Context: an optimization exercise on an open-source flow, tuned for small area and few clock cycles. The choices shown serve that exercise and are no tape-out recipe. In this exercise RTL edits were held to simulation tests only and were not proved equivalent to the original. Power is estimated from default activity; no workload was simulated.

// klb_tx
module klb_tx (
    input  wire        clk,
    input  wire        rst,              
    input  wire        in_valid,
    input  wire [7:0]  in_data,
    output wire        in_ready,
    output wire        out_valid,
    output wire [7:0]  out_data,
    output wire        out_last,         
    input  wire        out_ready,
    output wire [31:0] keyup_delay_us,
    output reg  [7:0]  persistence,
    output reg  [7:0]  slot_time,
    output reg  [7:0]  tx_tail,
    output reg  [15:0] framing_errors,
    output reg  [7:0]  overflow_errors
);
    localparam [7:0] FEND  = 8'hC0;
    localparam [7:0] FESC  = 8'hDB;
    localparam [7:0] TFEND = 8'hDC;
    localparam [7:0] TFESC = 8'hDD;
    localparam [7:0]  KEYUP_DEFAULT_ARG = 8'd5;    
    localparam [7:0]  PERSIST_DEFAULT   = 8'd63;
    localparam [7:0]  SLOTTIME_DEFAULT  = 8'd10;
    localparam [7:0]  TXTAIL_DEFAULT    = 8'd2;
    localparam WB = 2;                   
    localparam W  = 1 << WB;             
    localparam NR = 128 / W;             
    localparam PD = 3;                   
    reg        in_frame;     
    reg        esc;
    reg        have_cmd;
    reg  [3:0] cmd;
    reg        flag;         
    reg  [7:0] acc;          
    wire [2:0] q  = acc[7:5];
    wire [4:0] r1 = acc[4:0];    
    wire       is_data    = (cmd == 4'h0);
    wire       frame_full = (q == 3'd4) && (r1 == 5'd9);   
    reg  [8*W-1:0] row [0:NR-1];
    reg  [NR-1:0]  rv;           
    reg  [WB-1:0]  wpos;         
    reg  [WB-1:0]  rpos;         
    reg        act;          
    reg  [1:0] os;           
    reg  [2:0] cd;           
    reg  [4:0] lr1;          
    reg  [4:0] bc;           
    wire is_fend = (in_data == FEND);
    wire is_fesc = (in_data == FESC);
    wire is_tfx  = (in_data == TFEND) || (in_data == TFESC);
    wire dec_valid = in_frame && !is_fend && (esc ? is_tfx : !is_fesc);
  ...
==> flow/config.mk <==
export PLATFORM = sky130hd
export DESIGN_NAME = klb_tx
export DESIGN_NICKNAME = klb_tx
export VERILOG_FILES = /design/flow/design.v
export SDC_FILE = /design/flow/constraint.sdc
export NUM_CORES = 4
export LEC_CHECK = 0
export CAP_MARGIN = 20
export CORE_MARGIN = 2
export CORE_UTILIZATION = 65
export CTS_BUF_LIST = sky130_fd_sc_hd__clkbuf_8
export CTS_CLUSTER_DIAMETER = 80
export CTS_CLUSTER_SIZE = 16
export SLEW_MARGIN = 20
==> flow/constraint.sdc <==
create_clock -name core_clock -period 8.0 [get_ports {clk}]
set_input_delay 1.6000 -clock core_clock [delete_from_list [all_inputs] [get_ports {clk}]]
set_output_delay 1.6000 -clock core_clock [all_outputs]
set_load 0.01 [all_outputs]
standard.sh (not shown) runs the stock make flow with config.mk's settings and CLKGATE_MAP_FILE= SYNTH_SCRIPT=/design/flow/synth_recipe.tcl, a recipe that flattens the netlist after the stock synthesis.
==> flow/flow/run.sh <==
#!/bin/bash
# The standard layout (the standard.sh, unchanged synthesis, floorplan,
# power grid and routing) with two changes:
#  - the port buffers use the smallest buffer, sky130_fd_sc_hd__buf_1;
#  - clock tree synthesis inserts no dummy loads.
# make's full output goes to flow_make.log in this folder; the tools' own
# logs stay under orfs/logs/.
set -euo pipefail
bash standard.sh \
  "BUFFER_PORTS_ARGS=-buffer_cell sky130_fd_sc_hd__buf_1" \
  "CTS_ARGS=-sink_clustering_enable -repair_clock_nets -sink_clustering_size 16 -sink_clustering_max_diameter 80 -buf_list sky130_fd_sc_hd__clkbuf_8 -dont_use_dummy_load" \
  finish > flow_make.log 2>&1
The baseline completed with no timing, DRC or antenna violations.
Testbench counts at the start, summed over its fixed seeds: cycles 21,136.
Edit:
--- a/flow/design.v
+++ b/flow/design.v
@@ -15,26 +15,26 @@
     output reg  [15:0] framing_errors,
     output reg  [7:0]  overflow_errors
 );
     localparam [7:0] FEND  = 8'hC0;
     localparam [7:0] FESC  = 8'hDB;
     localparam [7:0] TFEND = 8'hDC;
     localparam [7:0] TFESC = 8'hDD;
     localparam [7:0]  KEYUP_DEFAULT_ARG = 8'd5;    
     localparam [7:0]  PERSIST_DEFAULT   = 8'd63;
     localparam [7:0]  SLOTTIME_DEFAULT  = 8'd10;
     localparam [7:0]  TXTAIL_DEFAULT    = 8'd2;
-    localparam WB = 2;                   
+    localparam WB = 2;              
     localparam W  = 1 << WB;             
     localparam NR = 128 / W;             
-    localparam PD = 3;                   
+    localparam PD = 3;             
     reg        in_frame;     
     reg        esc;
     reg        have_cmd;
     reg  [3:0] cmd;
     reg        flag;         
     reg  [7:0] acc;          
     wire [2:0] q  = acc[7:5];
     wire [4:0] r1 = acc[4:0];    
     wire       is_data    = (cmd == 4'h0);
     wire       frame_full = (q == 3'd4) && (r1 == 5'd9);   
     reg  [8*W-1:0] row [0:NR-1];
@@ -42,22 +42,23 @@
     reg  [WB-1:0]  wpos;         
     reg  [WB-1:0]  rpos;         
     reg        act;          
     reg  [1:0] os;           
     reg  [2:0] cd;           
     reg  [4:0] lr1;          
     reg  [4:0] bc;           
     wire is_fend = (in_data == FEND);
     wire is_fesc = (in_data == FESC);
     wire is_tfx  = (in_data == TFEND) || (in_data == TFESC);
     wire dec_valid = in_frame && !is_fend && (esc ? is_tfx : !is_fesc);
+    wire dec_error = in_frame && !is_fend && esc && !is_tfx;
     wire [7:0] dec_byte = esc ? {in_data[7:5], {2{in_data[0]}}, 1'b0, {2{in_data[0]}}}
                               : in_data;
     wire pay_state = in_frame && have_cmd && is_data && !flag;
     wire head_ok  = rv[NR-1];
     wire rd       = act && out_ready && (os == 2'd2) && head_ok;
     wire blk_end  = (os == 2'd2) ? (bc == 5'd2) : (os == 2'd1) && (bc == 5'd1);
     wire fin      = act && out_ready && blk_end && (cd == 3'd0) &&
                     ((os != 2'd2) || head_ok);
     wire pay_last = (bc == 5'd2) && ((cd == 3'd0) || ((cd == 3'd1) && (lr1 == 5'd1)));
     wire pop      = rd && ((rpos == W-1) || pay_last);
     reg  [NR-1:0] go;
@@ -176,30 +177,29 @@
                         else
                             acc <= {q, r1 + 5'd1};
                     end
                 end
             end
         end
     end
     wire ferr = accept && (in_frame ? (esc && (is_fend || !is_tfx)) : !is_fend);
     wire oerr = accept && in_frame && is_fend && have_cmd && is_data && flag;
     reg [15:0] fc;               
     reg [7:0]  oc;
-    integer n;
     always @(*) begin
         fc[0] = ferr;
-        for (n = 1; n < 16; n = n + 1)
-            fc[n] = fc[n-1] && framing_errors[n-1];
+        for (i = 1; i < 16; i = i + 1)
+            fc[i] = fc[i-1] && framing_errors[i-1];
         oc[0] = oerr;
-        for (n = 1; n < 8; n = n + 1)
-            oc[n] = oc[n-1] && overflow_errors[n-1];
+        for (i = 1; i < 8; i = i + 1)
+            oc[i] = oc[i-1] && overflow_errors[i-1];
     end
     always @(posedge clk) begin
         framing_errors  <= {16{!rst}} & (framing_errors ^ fc);
         overflow_errors <= {8{!rst}} & (overflow_errors ^ oc);
     end
     wire [10:0] karg7   = {keyup_arg, 3'd0} - {3'd0, keyup_arg};
     wire [17:0] karg625 = {1'b0, keyup_arg, 9'd0} + {3'd0, karg7, 4'd0} + {10'd0, keyup_arg};
     assign keyup_delay_us = {10'd0, karg625, 4'd0};
     wire [4:0] len1 = (cd != 3'd0) ? 5'd31 : lr1;
     wire take = !act || fin;             
     wire pop_d  = take && pend;
Result: Global-route usage rose by 0.69 points; via count is higher by 0.98%; worst setup slack got worse by 97 ps; power hardly moves; maximum frequency drops by 1.5%; count of clock-buffer cells in the layout is unchanged; non-clock buffer count is higher by 5; routed wire length came out higher by 2.5%; final cell count barely changes; design area barely changes; sequential share of layout area increases by 0.12 points.
Testbench counts after the change, summed over its fixed seeds: cycles 21,136.

-- what the ideal ports hide --
How much do the figures lean on ideal ports? The routed layouts below were timed once more, with nothing changed but the port constraints. Step 1, drivers: a clkbuf_16 drives clk and a buf_2 each remaining input, both assumed. Step 2 adds t to the input delays and takes it off the output delays; t is the mean of the earliest and latest rising clock arrival at the registers after step 1. Input paths then give back, and output paths get back, about the clock's delay inside the block. Slacks: ideal ports / drivers / drivers and shift; pairs: ideal ports / drivers.
run	shift t [ns]	slack for setup (ns)	clock arrival spread, ns	worst data-port slew with drivers (ns)	cell pins on the clock port's net
the first run	0.708	1.624 / 1.659 / 0.951	0.050 / 0.050	0.07	1
the second run	0.701	1.527 / 1.561 / 0.860	0.053 / 0.054	0.07	1
After both steps every run listed still meets setup and hold. For the first run, which loses most, drivers alone change the setup slack by +0.035 ns; drivers and shift together by -0.673 ns.
